Background: an optimization exercise with open tools, aiming at a short achievable clock period and few clock cycles. Do not read the settings as production practice. Function was not checked in any run shown here: the RTL went through the layout flow alone. Power and IR drop assume default switching activity.

--- run.sh ---
#!/bin/bash
# synth_recipe.tcl (not shown) runs the flow's synth.tcl, then flattens the netlist and writes it again
# the make line also repeats each setting of config.mk as NAME=value (left out here)
make -C /OpenROAD-flow-scripts/flow DESIGN_CONFIG=/design/flow/config.mk WORK_HOME=/design/flow/orfs CLKGATE_MAP_FILE= SYNTH_SCRIPT=/design/flow/synth_recipe.tcl finish
--- config.mk ---
export PLATFORM = sky130hd
export DESIGN_NAME = lc2k_core
export DESIGN_NICKNAME = lc2k_core
export VERILOG_FILES = /design/flow/design.v
export SDC_FILE = /design/flow/constraint.sdc
export NUM_CORES = 4
export LEC_CHECK = 0
export CAP_MARGIN = 20
export CORE_MARGIN = 2
export CORE_UTILIZATION = 40
export PLACE_DENSITY = 0.6
export SLEW_MARGIN = 20
--- constraint.sdc ---
create_clock -name core_clock -period 6.0 [get_ports {clk}]
set_input_delay 1.2000 -clock core_clock [delete_from_list [all_inputs] [get_ports {clk}]]
set_output_delay 1.2000 -clock core_clock [all_outputs]
set_load 0.01 [all_outputs]
--- design.v ---
module lc2k_core (
    input  wire        clk,
    input  wire        rst,           
    output wire [15:0] imem_addr,
    input  wire [31:0] imem_rdata,
    output wire [15:0] dmem_addr,
    input  wire [31:0] dmem_rdata,
    output wire        dmem_we,
    output wire [31:0] dmem_wdata,
    output wire        halted
);
    localparam integer NT = 8;        
    reg [31:0] regs [0:7];
    reg [15:0] pc;
    reg [15:0] last_pc;               
    reg        last_seq;              
    reg [NT-1:0] t_v;
    reg [15:0]   t_tag [0:NT-1];      
    reg [15:0]   t_tgt [0:NT-1];      
    reg [2:0]    t_ptr;
    reg        d_valid;
    reg [31:0] d_instr;
    reg [15:0] d_pc1;
    reg        e_add, e_nor, e_lw, e_sw, e_beq, e_halt, e_wr;
    reg [2:0]  e_rd;
    reg [31:0] e_a, e_b, e_sd;
    reg        e_fa, e_fb, e_fsa, e_fsl;
    reg [15:0] e_target;
    reg        m_lw, m_sw, m_wr;
    reg [2:0]  m_rd;
    reg [31:0] m_alu, m_sd;
    reg        halt_r;
    assign halted = halt_r;
    assign imem_addr = pc;
    wire [15:0] pc1 = pc + 16'd1;
    wire        f_beq_same = (imem_rdata[31:22] == 10'b0000000100) &&
                             (imem_rdata[21:19] == imem_rdata[18:16]);
    wire [15:0] f_target   = pc1 + imem_rdata[15:0];
    reg        t_hit;
    reg [15:0] t_hit_tgt;
    integer j;
    always @(*) begin
        t_hit = 1'b0;
        t_hit_tgt = 16'd0;
        for (j = 0; j < NT; j = j + 1)
            if (t_v[j] && t_tag[j] == pc) begin
                t_hit = 1'b1;
                t_hit_tgt = t_hit_tgt | t_tgt[j];
            end
    end
    wire       d_ok  = d_valid && (d_instr[31:25] == 7'd0);
    wire [2:0] d_opc = d_instr[24:22];
    wire       d_add = d_ok && d_opc == 3'd0;
    wire       d_nor = d_ok && d_opc == 3'd1;
    wire       d_lw  = d_ok && d_opc == 3'd2;
    wire       d_sw  = d_ok && d_opc == 3'd3;
    wire       d_beq = d_ok && d_opc == 3'd4;
    wire       d_hlt = d_ok && d_opc == 3'd6;
    wire [2:0] d_ra  = d_instr[21:19];
    wire [2:0] d_rb  = d_instr[18:16];
    wire [2:0] d_rd  = d_lw ? d_rb : d_instr[2:0];
    wire       d_wr  = d_add || d_nor || d_lw;
    wire       d_usea = d_add || d_nor || d_beq || d_lw || d_sw;
    wire       d_useb = d_add || d_nor || d_beq;
    wire [31:0] d_off = {{16{d_instr[15]}}, d_instr[15:0]};
    wire       e_wr_alu = e_add || e_nor;
    wire stall = e_lw && ((d_usea && e_rd == d_ra) || (d_useb && e_rd == d_rb));
    wire [31:0] m_res = m_lw ? dmem_rdata : m_alu;
    wire [31:0] d_va  = (m_wr && m_rd == d_ra) ? m_res : regs[d_ra];
    wire [31:0] d_vb  = (m_wr && m_rd == d_rb) ? m_res : regs[d_rb];
    wire [31:0] opa   = e_fa ? m_alu : e_a;
    wire [31:0] opb   = e_fb ? m_alu : e_b;
    wire [31:0] e_res = e_nor ? ~(opa | opb) : opa + opb;
    wire        e_taken = e_beq && (opa == opb);
    wire [31:0] e_sdata = e_fsl ? dmem_rdata : (e_fsa ? m_alu : e_sd);
    assign dmem_addr  = m_alu[15:0];
    assign dmem_wdata = m_sd;
    assign dmem_we    = m_sw;
    integer i;
    always @(posedge clk) begin
        if (rst) begin
            for (i = 0; i < 8; i = i + 1)
                regs[i] <= 32'd0;
            pc       <= 16'd0;
            last_seq <= 1'b0;
            t_v      <= {NT{1'b0}};
            t_ptr    <= 3'd0;
            d_valid  <= 1'b0;
            e_add <= 1'b0; e_nor <= 1'b0; e_lw <= 1'b0; e_sw <= 1'b0;
            e_beq <= 1'b0; e_halt <= 1'b0; e_wr <= 1'b0;
            m_lw <= 1'b0; m_sw <= 1'b0; m_wr <= 1'b0;
            halt_r   <= 1'b0;
        end else if (!halt_r) begin
            if (m_wr)
                regs[m_rd] <= m_res;
            m_lw  <= e_lw;
            m_sw  <= e_sw;
            m_wr  <= e_wr;
            m_rd  <= e_rd;
            m_alu <= e_res;
            m_sd  <= e_sdata;
            halt_r <= e_halt;
            e_a      <= d_va;
            e_b      <= (d_lw || d_sw) ? d_off : d_vb;
            e_sd     <= d_vb;
            e_rd     <= d_rd;
            e_target <= d_pc1 + d_instr[15:0];
            e_fa     <= e_wr_alu && e_rd == d_ra;
            e_fb     <= d_useb && e_wr_alu && e_rd == d_rb;
            e_fsa    <= e_wr_alu && e_rd == d_rb;
            e_fsl    <= e_lw && e_rd == d_rb;
            if (e_taken || stall) begin
                e_add <= 1'b0; e_nor <= 1'b0; e_lw <= 1'b0; e_sw <= 1'b0;
                e_beq <= 1'b0; e_halt <= 1'b0; e_wr <= 1'b0;
            end else begin
                e_add <= d_add; e_nor <= d_nor; e_lw <= d_lw; e_sw <= d_sw;
                e_beq <= d_beq; e_halt <= d_hlt; e_wr <= d_wr;
            end
            if (e_taken) begin
                d_valid  <= 1'b0;
                pc       <= e_target;
                last_seq <= 1'b0;
            end else if (!stall) begin
                d_valid <= !f_beq_same;
                d_instr <= imem_rdata;
                d_pc1   <= pc1;
                last_pc <= pc;
                if (t_hit) begin
                    pc       <= t_hit_tgt;
                    last_seq <= 1'b0;
                end else if (f_beq_same) begin
                    pc       <= f_target;
                    last_seq <= 1'b0;
                    if (last_seq) begin
                        t_v[t_ptr]   <= 1'b1;
                        t_tag[t_ptr] <= last_pc;
                        t_tgt[t_ptr] <= f_target;
                        t_ptr        <= (t_ptr == NT - 1) ? 3'd0 : t_ptr + 3'd1;
                    end
                end else begin
                    pc       <= pc1;
                    last_seq <= 1'b1;
                end
            end
        end
    end
endmodule
==> results of run 1 <==
through the flow:
stage                 util  power, mW  setup TNS (ps)  instance area [um2]
floorplan                -      8.518         -168720                40080
global placement    0.4297      9.362               0                42850
detailed placement  0.4297      9.406               0                42850
CTS                 0.4590      14.93               0                45770
global route        0.4591      15.41               0                45780
finish              0.4592      14.86               0                45780
cell type report:
cell class                 instances  area [um2]  area share
timing repair buffer             207        1902     0.04154
antenna                            3       7.507   0.0001640
clock buffer                     111        2402     0.05247
multi-input combinational       1888       15190      0.3319
tap                             1298        1624     0.03547
clock inverter                    50       515.5     0.01126
sequential                       805       23760      0.5189
inverter                         101       379.1    0.008281
layout by cell type, fill, tap and decap left out, types with 24 or more instances in the layout:
cell type / instances
nand4_1: 63
nand3_1: 59
nand2_1: 169
o21ai_0: 116
edfxtp_1: 762
nor2_1: 334
ha_1: 99
clkdlybuf4s50_1: 130
mux2_2: 70
nor3_1: 38
mux4_2: 128
xor2_1: 34
and3_1: 24
inv_1: 101
a21oi_1: 59
clkbuf_16: 91
dfxtp_1: 36
buf_4: 74
xnor2_1: 167
mux2i_1: 197
a22oi_1: 35
state kept, by name (all words and copies together), names as in the netlist, 8 cells and up, named ones only:
name and cells:
regs 256, t_tag 128, t_tgt 128, d_instr 32
e_a 32, e_b 32, e_sd 32, m_alu 32
m_sd 32, d_pc1 16, e_target 16, last_pc 16
pc 16, t_v 8
kinds of logic after synthesis:
family | synth area share
xor gates and xnor gates | 0.04453
muxes | 0.1408
buffers and inverters | 0.03066
AOI/OAI and AO/OA | 0.06183
adders and majority gates | 0.03241
and+or+nand+nor | 0.09723
DFF | 0.5925
metal layers:
metal | GRT usage | wire (um) | vias to the layer above | share of wire
li1 | - | - | 11460 | -
met3 | 0.04597 | 10790 | 225 | 0.089
met4 | 0.08816 | 3884 | 2 | 0.032
met1 | 0.3301 | 52220 | 13500 | 0.43
met5 | 0.006619 | 92 | - | 0.00076
met2 | 0.3528 | 54000 | 1362 | 0.45
worst paths after layout:
path	start	cells past startpoint	endpoint	slack, ps
worst max-delay path	e_fb$_DFFE_PP_	9	last_pc[7]$_DFFE_PP_	1170
worst min-delay path	e_sw$_SDFFE_PP0N_	1	e_sw$_SDFFE_PP0N_	470
worst max register to register	e_fb$_DFFE_PP_	9	last_pc[7]$_DFFE_PP_	1170
worst min register to register	e_sw$_SDFFE_PP0N_	1	e_sw$_SDFFE_PP0N_	470
power groups by stage:
stage | Clock [mW] | Sequential [mW] | Combinational, mW
6_report | 5.53 | 6.94 | 2.39
2_1_floorplan | 0 | 6.83 | 1.69
3_5_place_dp | 0 | 7.05 | 2.36
5_1_grt | 5.81 | 6.97 | 2.62
3_3_place_gp | 0 | 7.04 | 2.32
4_1_cts | 5.61 | 6.94 | 2.38
==> impl_metrics.csv, run 1 <==
group,metric,value,unit
sta,worst_pin_slew,1198,ps
place,gp_congestion,0.8904,
synth,yosys_warnings,1,
worst_setup_path,worstSetupEndpointType,"flip-flop",
routing,drc,0,
die,row_count,116,
sta,slew_violations,0,
sta,max_slew_margin,0.2016,
die,die_w,320.5,um
routing,wirelength,121.0,mm
synth,synthCells,2979,
synth,synth_flop_cell,"edfxtp_1",
synth,synth-edff-count,762,
power_and_ir_drop,cellInternalPower,10.75,mW
cts,postCtsSetupBuffers,0,
job,cap_viol_max_count,0,
cts,cts_sinks,805,
synth,yosys-top-cells-count,"edfxtp_1, nor2_1, mux2i_1, nand2_1, xnor2_1",
sta,period_share,0.8051,
synth,synth.avg_cell_area,13.45,um2
cts,hold_buffers,0,
outcome,run_status,"no timing/DRC/antenna violations",
die,dieArea,102700,um2
die,initial_core_util,0.4019,
synth,yosys-top-cells-area,"edfxtp_1, mux4_2, mux2i_1",
min_path,hold_class,"flip-flop to flip-flop",
cts,numCtsBuffers,87,
worst_setup_path,cp.arrival,5160,ps
worst_setup_path,path_delay_family,"simple AND/OR/NAND/NOR gates",
power_and_ir_drop,p_sw_frac,0.2765,
grt,grt_max_degree,73,
die,ios,132,
sta,finalHoldViolCount,0,
synth,syn_area,40070,um2
synth,ys_ff_latch,805,
grt,grt_use_total,0.2327,
sta,min_period,4830,ps
sta,fin_skew,30.56,ps
routing,dr.first_iter.drc_count,3179,
worst_setup_path,crit_type,"flip-flop to flip-flop",
worst_setup_path,cp.required,6330,ps
synth,async_flop_share,0,
place,dp_cells,4299,
grt,antenna_found_initial,2,
worst_setup_path,max_stage_delay,800,ps
synth,yosys.area.top_type,"edfxtp_1",
sta,finalSetupViolCount,0,
cts,root_buffer,"clkbuf_16",
cts,htreeDepth,3,
grt,grt_pass1_wl,176.5,mm
sta,rsz0062_at_grt,"no",
finish,syn_to_final_growth,14.26,%
worst_setup_path,critPathSlowestCell,"edfxtp_1",
cts,cts_resized,0,
synth,yosysMostFrequentCell,"edfxtp_1",
synth,yosysSeqAreaShare,0.5925,
synth,ys_types,86,
power_and_ir_drop,power.density,324.6,nW/um2
power_and_ir_drop,p_clk_frac,0.372,
place,io_buffers,131,
worst_setup_path,crit_chain,"buf_4 -> mux2i_1 -> ha_1 -> nor4_1 -> nand2_1 -> or4_4 -> a21o_1 -> nor3_4 -> buf_12",
synth,synth_top_cell_area_share,0.5710,
power_and_ir_drop,ir_worst_vdd,0.2338,mV
routing,final_antenna_net_count,0,
power_and_ir_drop,cellLeakagePower,16.44,nW
cts,worstSkewPairLatency,660,ps
power_and_ir_drop,sequentialPowerShare,0.467,
routing,routedWlPerCell,27.11,um
sta,fin_ws,1170,ps
place,hpwl,76.59,mm
grt,overflow,0,
finish,fillers,8665,
routing,vias,26550,
power_and_ir_drop,switchingPower,4.108,mW
cts,clk_pin_slew,60,ps
die,die_y,320.5,um
finish,finalNonFillerCells,4463,
grt,grt_pass1_vias,26670,
place,pre_cts_ws,1147,ps
worst_setup_path,cp_max_fo,44,
die,core_area,99710,um2
routing,vias_per_cell,5.949,
finish,layout-drive-gt1-share,0.1467,
power_and_ir_drop,p_comb_frac,0.161,
finish,fin_nets,3258,
routing,drtPass1Iterations,6,
worst_setup_path,startpoint_type,"flip-flop",
cts,cts_tree,"built",
sta,fmax,0.2070,GHz
cts,cts_buffer_depth,3,
synth,syn-num-nets,3147,
sta,hold_ws,466.4,ps
worst_setup_path,crit_buf_inv,2,
==> run 2: changes to the inputs <==
--- a/config.mk
+++ b/config.mk
@@ -7,2 +7,3 @@
 export LEC_CHECK = 0
+export ABC_CLOCK_PERIOD_IN_PS = 2500
 export CAP_MARGIN = 20
@@ -11,2 +12,4 @@
 export PLACE_DENSITY = 0.6
+export SETUP_SLACK_MARGIN = 3.5
 export SLEW_MARGIN = 20
+export TNS_END_PERCENT = 100
==> impl_metrics.csv, run 2 <==
group,metric,value,unit
finish,regArea,23810,um2
sta,hold_ws,457.3,ps
finish,final_common_cell,"edfxtp_1",
min_path,hold_class,"flip-flop to flip-flop",
synth,synth-edff-count,762,
grt,grt_pass1_wl,191.1,mm
sta,finalSetupViolCount,0,
power_and_ir_drop,power.density,308.6,nW/um2
grt,grt_pass1_vias,28510,
synth,syn-num-nets,3147,
cts,clk_pin_slew,60,ps
routing,dr.first_iter.drc_count,3880,
synth,syn_area,40070,um2
sta,finalHoldViolCount,0,
synth,ys_types,86,
power_and_ir_drop,p_clk_frac,0.352,
routing,routedWlPerCell,28.24,um
routing,wirelength,134.6,mm
finish,biggestRegsByFlops,"regs (256), t_tag (128), t_tgt (128)",
die,initial_core_util,0.4019,
place,hpwl,75.32,mm
synth,ys_ff_latch,805,
synth,yosys-top-cells-count,"edfxtp_1, nor2_1, mux2i_1, nand2_1, xnor2_1",
die,ios,132,
sta,max_slew_margin,0.3866,
power_and_ir_drop,sequentialPowerShare,0.430,
grt,overflow,0,
synth,synth_flop_cell,"edfxtp_1",
finish,syn_to_final_growth,29.71,%
finish,regMostFlops,"regs",
synth,synth_top_cell_area_share,0.5710,
routing,vias_per_cell,6.002,
synth,yosys.area.top_type,"edfxtp_1",
job,cap_viol_max_count,0,
routing,vias,28600,
place,io_buffers,131,
synth,async_flop_share,0,
worst_setup_path,regToRegSetupSlack,2360,ps
cts,htreeDepth,3,
synth,yosysMostFrequentCell,"edfxtp_1",
cts,hold_buffers,0,
synth,synth.avg_cell_area,13.45,um2
finish,fin_nets,3562,
power_and_ir_drop,switchingPower,4.568,mW
grt,antenna_found_initial,3,
synth,yosys-top-cells-area,"edfxtp_1, mux4_2, mux2i_1",
cts,cts_buffer_depth,3,
finish,layout-drive-gt1-share,0.3150,
finish,fillers,7968,
sta,slew_violations,0,
finish,antenna_cells,0,
sta,fmax,0.2745,GHz
place,gp_congestion,0.9086,
cts,numCtsBuffers,88,
sta,fin_skew,29.52,ps
grt,grt_max_degree,71,
power_and_ir_drop,cellLeakagePower,19.07,nW
finish,final_cell_mix,"edfxtp_1, nor2_1, buf_4, xnor2_1, nand2_1",
sta,rsz0062_at_grt,"yes",
sta,min_period,3644,ps
power_and_ir_drop,p_sw_frac,0.2848,
grt,grt_use_total,0.2530,
worst_setup_path,cp.arrival,4160,ps
die,dieArea,102700,um2
power_and_ir_drop,ir_worst_vdd,0.2000,mV
sta,worst_pin_slew,911.8,ps
power_and_ir_drop,p_comb_frac,0.219,
synth,yosysSeqAreaShare,0.5925,
synth,synthCells,2979,
routing,final_antenna_net_count,0,
die,die_w,320.5,um
routing,drc,0,
worst_setup_path,cp_max_fo,16,
die,row_count,116,
power_and_ir_drop,cellInternalPower,11.47,mW
worst_setup_path,crit_type,"flip-flop to flip-flop",
cts,cts_sinks,805,
sta,final.setup.tns,0,ps
routing,drtPass1Iterations,7,
finish,multiInputGateArea,17440,um2
worst_setup_path,startpoint_type,"flip-flop",
die,core_area,99710,um2
cts,root_buffer,"clkbuf_16",
synth,yosys_warnings,1,
sta,period_share,0.6073,
worst_setup_path,worstSetupEndpointType,"flip-flop",
finish,largest_register_ffs,256,
outcome,run_status,"no timing/DRC/antenna violations",
cts,worstSkewPairLatency,680,ps
die,die_y,320.5,um
worst_setup_path,cp.required,6520,ps
cts,cts_tree,"built",
## run 2: cell counts after synthesis
Identical to the previous run, type by type.
## run 2: final timing paths
path	start	to	cells past startpoint
setup / recovery	e_fb$_DFFE_PP_	t_v[6]$_SDFFE_PP0P_	13
hold / removal	e_halt$_SDFFE_PP0N_	halt_r$_SDFF_PP0_	2
setup reg to reg	e_fb$_DFFE_PP_	t_v[6]$_SDFFE_PP0P_	13
hold reg to reg	e_halt$_SDFFE_PP0N_	halt_r$_SDFF_PP0_	2
## run 2: repair_timing
| item | CTS | global route |
|---|---|---|
| gates cloned | 30 | 12 |
| pin swaps | 96 | 69 |
| resized for setup | 808 | 157 |
| endpoints found under the setup margin | 1021 | 793 |
| setup buffers | 208 | 60 |
## run 2: power groups by stage
stage / combinational (mW) / sequential (mW) / clock [mW]
2_1_floorplan: 1.70 / 6.82 / 0
3_3_place_gp: 2.36 / 7.01 / 0
5_1_grt: 3.76 / 6.92 / 5.92
4_1_cts: 3.26 / 6.86 / 5.70
6_report: 3.51 / 6.89 / 5.64
3_5_place_dp: 2.39 / 7.02 / 0
## run 2: kinds of logic after synthesis
| group | count (synthesis) | share of synthesized area |
|---|---|---|
| AND/OR/NAND/NOR | 820 | 0.09723 |
| flip-flops | 805 | 0.5925 |
| multiplexers | 395 | 0.1408 |
| AO/OA/AOI/OAI | 369 | 0.06183 |
| buffers and inverters | 286 | 0.03066 |
| XOR/XNOR | 202 | 0.04453 |
| adder cells (fa/ha/maj) | 102 | 0.03241 |
## run 2: final cells by class
class / instances / share of cell area
well taps: 1298 / 0.03125
clock buffers: 103 / 0.04386
inverters: 101 / 0.007294
clock inverters: 60 / 0.01305
flip-flops and latches: 805 / 0.4582
multi-input cells: 1892 / 0.3355
repair buffers: 506 / 0.1109
## run 2: metrics by stage
step           area (um2)  instances    util  worst slack [ps]  total power [mW]
6_report            51970       4765  0.5213              2356             16.04
5_1_grt             51970       4765  0.5213              2217             16.60
4_1_cts             50500       4693  0.5065              2448             15.81
3_5_place_dp        42920       4292  0.4304              1278             9.415
3_3_place_gp        42920       4292  0.4304              1411             9.367
2_1_floorplan       40240       2979       -             686.6             8.526
## run 2: worst max-delay path, cell delays in order (launching register included)
cell,delay [ps]
edfxtp_1,420
buf_12,240
mux2i_2,330
ha_4,290
nor4_4,330
nand2_2,120
buf_6,140
nor4_4,410
buf_4,330
nor3_1,70
and3_1,340
nand3_2,230
or3_1,140
a21oi_1,70
## run 2: layer usage
metal  vias to the layer above  global-route usage  share of wire
li1                      12100                   -              -
met3                       272             0.05822           0.12
met1                     14480              0.3632           0.41
met4                         2             0.08336          0.030
met2                      1751              0.3787           0.44
met5                         -                   0       0.000097
==> run 3: changes to the inputs <==
--- a/design.v
+++ b/design.v
@@ -70,6 +70,13 @@
     wire [31:0] d_vb  = (m_wr && m_rd == d_rb) ? m_res : regs[d_rb];
+    wire [31:0] s_ab, s_mb, s_am;
+    lc2k_add32 add_ab (.a(e_a),   .b(e_b),   .s(s_ab));
+    lc2k_add32 add_mb (.a(m_alu), .b(e_b),   .s(s_mb));
+    lc2k_add32 add_am (.a(e_a),   .b(m_alu), .s(s_am));
     wire [31:0] opa   = e_fa ? m_alu : e_a;
     wire [31:0] opb   = e_fb ? m_alu : e_b;
-    wire [31:0] e_res = e_nor ? ~(opa | opb) : opa + opb;
-    wire        e_taken = e_beq && (opa == opb);
+    wire [31:0] e_res = e_nor ? ~(opa | opb) :
+                        (e_fa && e_fb) ? {m_alu[30:0], 1'b0} :
+                        e_fa ? s_mb : e_fb ? s_am : s_ab;
+    wire        e_eq  = e_fa ? (m_alu == e_b) : e_fb ? (e_a == m_alu) : (e_a == e_b);
+    wire        e_taken = e_beq && e_eq;
     wire [31:0] e_sdata = e_fsl ? dmem_rdata : (e_fsa ? m_alu : e_sd);
@@ -118,2 +125,13 @@
             end
+            if (!stall) begin
+                d_instr <= imem_rdata;
+                d_pc1   <= pc1;
+                last_pc <= pc;
+                if (!t_hit && f_beq_same && last_seq) begin
+                    t_v[t_ptr]   <= 1'b1;
+                    t_tag[t_ptr] <= last_pc;
+                    t_tgt[t_ptr] <= f_target;
+                    t_ptr        <= (t_ptr == NT - 1) ? 3'd0 : t_ptr + 3'd1;
+                end
+            end
             if (e_taken) begin
@@ -124,5 +142,2 @@
                 d_valid <= !f_beq_same;
-                d_instr <= imem_rdata;
-                d_pc1   <= pc1;
-                last_pc <= pc;
                 if (t_hit) begin
@@ -133,8 +148,2 @@
                     last_seq <= 1'b0;
-                    if (last_seq) begin
-                        t_v[t_ptr]   <= 1'b1;
-                        t_tag[t_ptr] <= last_pc;
-                        t_tgt[t_ptr] <= f_target;
-                        t_ptr        <= (t_ptr == NT - 1) ? 3'd0 : t_ptr + 3'd1;
-                    end
                 end else begin
@@ -147 +156,19 @@
 endmodule
+module lc2k_add32 (
+    input  wire [31:0] a,
+    input  wire [31:0] b,
+    output wire [31:0] s
+);
+    wire [31:0] g0 = a & b;
+    wire [31:0] p0 = a ^ b;
+    wire [31:0] g1 = g0 | (p0 & {g0[30:0], 1'b0});
+    wire [31:0] p1 = p0 & {p0[30:0], 1'b0};
+    wire [31:0] g2 = g1 | (p1 & {g1[29:0], 2'b0});
+    wire [31:0] p2 = p1 & {p1[29:0], 2'b0};
+    wire [31:0] g3 = g2 | (p2 & {g2[27:0], 4'b0});
+    wire [31:0] p3 = p2 & {p2[27:0], 4'b0};
+    wire [31:0] g4 = g3 | (p3 & {g3[23:0], 8'b0});
+    wire [31:0] p4 = p3 & {p3[23:0], 8'b0};
+    wire [31:0] g5 = g4 | (p4 & {g4[15:0], 16'b0});
+    assign s = p0 ^ {g5[30:0], 1'b0};
+endmodule
==> impl_metrics.csv, run 3 <==
group,metric,value,unit
cts,worstSkewPairLatency,700,ps
synth,synth.avg_cell_area,12.43,um2
die,initial_core_util,0.4024,
grt,grt_use_total,0.2720,
cts,cts_buffer_depth,3,
finish,biggestRegsByFlops,"regs (256), t_tag (128), t_tgt (128)",
sta,finalSetupViolCount,0,
worst_setup_path,cp_max_fo,4,
grt,antenna_found_initial,0,
place,gp_congestion,0.9208,
die,die_y,334.4,um
place,pre_cts_ws,951.0,ps
finish,final_util,0.5365,
routing,vias_per_cell,6.172,
sta,min_period,3514,ps
worst_setup_path,cp.arrival,4050,ps
finish,syn_to_final_growth,33.33,%
grt,overflow,0,
place,hpwl,89.02,mm
worst_setup_path,critPathSlowestCell,"dfxtp_4",
cts,numCtsBuffers,89,
sta,fmax,0.2846,GHz
synth,synthCells,3514,
finish,layout-drive-gt1-share,0.3264,
cts,cts_tree,"built",
finish,regMostFlops,"regs",
finish,largest_register_ffs,256,
sta,fin_ws,2486,ps
finish,fin_nets,4238,
synth,yosys-top-cells-count,"edfxtp_1, nor2_1, nand2_1, mux2i_1, o21ai_0",
sta,max_slew_margin,0.3489,
worst_setup_path,crit_chain,"and3_4 -> and2_4 -> and3_4 -> nand4_1 -> xnor2_2 -> ha_4 -> buf_6 -> and2_4 -> and3_4 -> nor4_2 -> a31oi_1 -> o21ai_0 -> nor4_2 -> or3_1 -> o211ai_1 -> a21oi_1",
grt,grt_max_degree,142,
worst_setup_path,max_stage_delay,360,ps
worst_setup_path,crit_buf_inv,1,
place,io_buffers,131,
die,dieArea,111800,um2
worst_setup_path,startpoint_type,"flip-flop",
synth,yosys-top-cells-area,"edfxtp_1, mux4_2, mux2i_1",
power_and_ir_drop,ir_worst_vdd,0.2643,mV
finish,final_common_cell,"edfxtp_1",
grt,grt_pass1_wl,223.1,mm
routing,vias,34110,
finish,finish.instance_area,58230,um2
synth,synth_flop_cell,"edfxtp_1",
cts,clk_pin_slew,60,ps
place,place_area,46690,um2
sta,final.setup.tns,0,ps
synth,yosys_warnings,1,
routing,dr.first_iter.drc_count,4118,
synth,synth_top_cell_area_share,0.5239,
sta,slew_violations,0,
synth,async_flop_share,0,
synth,yosysMostFrequentCell,"edfxtp_1",
sta,period_share,0.5856,
min_path,hold_class,"flip-flop to flip-flop",
sta,finalHoldViolCount,0,
worst_setup_path,worstSetupEndpointType,"flip-flop",
routing,final_antenna_net_count,0,
cts,root_buffer,"clkbuf_16",
outcome,run_status,"no timing/DRC/antenna violations",
cts,hold_buffers,0,
die,row_count,121,
routing,drtPass1Iterations,8,
power_and_ir_drop,cellLeakagePower,21.80,nW
worst_setup_path,cp.required,6540,ps
synth,ys_types,85,
sta,worst_pin_slew,976.6,ps
synth,syn-num-nets,3714,
cts,cts_sinks,805,
synth,syn_area,43680,um2
die,die_w,334.4,um
synth,yosysSeqAreaShare,0.5436,
cts,htreeDepth,3,
synth,yosys.area.top_type,"edfxtp_1",
power_and_ir_drop,power.density,279.2,nW/um2
synth,synth-edff-count,762,
routing,drc,0,
sta,rsz0062_at_grt,"yes",
die,core_area,108600,um2
routing,wirelength,157.3,mm
worst_setup_path,path_common_cell,"and3_4",
worst_setup_path,crit_type,"flip-flop to flip-flop",
synth,ys_ff_latch,805,
finish,final_cell_mix,"edfxtp_1, nor2_1, buf_4, nand2_1, mux2i_1",
worst_setup_path,path_delay_family,"simple AND/OR/NAND/NOR gates",
die,ios,132,
job,cap_viol_max_count,0,
routing,routedWlPerCell,28.47,um
sta,fin_skew,49.23,ps
grt,grt_pass1_vias,32850,
run 3: final cells by class:
class	count	area (um2)
fillers	8640	50320
flip-flops and latches	805	23820
multi-input cells	2435	22160
repair buffers	632	7219
clock buffers	125	2475
well taps	1414	1769
clock inverters	39	478.0
inverters	75	307.8
diodes	1	2.502
run 3: what timing repair did:
action	CTS	global route
gates cloned	41	2
endpoints found under the setup margin	1248	557
setup buffers	315	78
pin swaps	174	133
gates resized for setup	956	198
hold endpoints to repair	0	0
run 3: cell families after synthesis:
family	Yosys count	synth area share
and+or+nand+nor	982	0.1051
DFF	805	0.5436
adders and majority gates	134	0.03925
xor gates and xnor gates	291	0.05836
AOI/OAI and AO/OA	636	0.09835
buffers and inverters	282	0.02707
muxes	384	0.1282
run 3: where the power goes:
group / internal (mW) / switching, mW
Clock: 3.20 / 2.40
Combinational: 1.75 / 2.22
Sequential: 6.46 / 0.238
Total: 11.4 / 4.85
run 3: final timing paths:
kind / startpoint / endpoint / cells after the start / slack, ps
worst max register to register: pc[3]$_SDFFE_PP0P_ / pc[14]$_SDFFE_PP0P_ / 16 / 2490
worst min register to register: e_halt$_SDFFE_PP0N_ / halt_r$_SDFF_PP0_ / 2 / 470
worst max-delay path: pc[3]$_SDFFE_PP0P_ / pc[14]$_SDFFE_PP0P_ / 16 / 2490
worst min-delay path: e_halt$_SDFFE_PP0N_ / halt_r$_SDFF_PP0_ / 2 / 470
run 3: worst register-to-register path, cell delays in order, from the launching register on:
cell and delay, ps:
dfxtp_4 360, and3_4 190, and2_4 150, and3_4 190
nand4_1 190, xnor2_2 340, ha_4 260, buf_6 110
and2_4 160, and3_4 220, nor4_2 350, a31oi_1 80
o21ai_0 140, nor4_2 90, or3_1 320, o211ai_1 90
a21oi_1 90
run 3: per-layer routing:
| metal | up-vias | share of wire | global-route usage |
|---|---|---|---|
| li1 | 14480 | - | - |
| met1 | 17130 | 0.40 | 0.3741 |
| met2 | 2048 | 0.45 | 0.4177 |
| met3 | 444 | 0.094 | 0.04609 |
| met4 | 2 | 0.055 | 0.1319 |
| met5 | - | 0.00090 | 0.009119 |
run 3: metrics by stage:
step	hold WS, ps	power, mW	cells
finish	472.5	16.26	5526
global route	515.9	16.78	5525
CTS	475.3	16.00	5445
detailed placement	451.3	9.719	4925
global placement	445.6	9.702	4925
floorplan	434.7	8.737	3514

re-timing with driven ports:
No port has a modelled driver above. Below, the same layouts with a new extraction and two added sets of constraints. Step 1: set_driving_cell puts a clkbuf_16 on clk and a buf_2 on each other input, an assumption about the parent block. Step 2 moves the port delays by t, midway between the first and last clock arrival at a register: inputs arrive t later, outputs are due t later. That takes back most of the time a late clock gives input paths. Slacks: no drivers / after step 1 / after step 2; pairs: no drivers / after step 1.
run	t (ns)	setup slack, ns	slew at the worst register clock pin (ns)	worst data-port slew with drivers (ns)
run 1	0.721	1.170 / 1.170 / 1.148	0.07 / 0.07	0.09
run 2	0.737	2.356 / 2.356 / 1.733	0.07 / 0.07	0.11
run 3	0.753	2.486 / 2.486 / 1.948	0.07 / 0.07	0.04
After both steps every run listed still meets setup and hold. The setup slack of run 2, which loses most, moves by 0.000 ns with the drivers and by -0.623 ns with both steps.
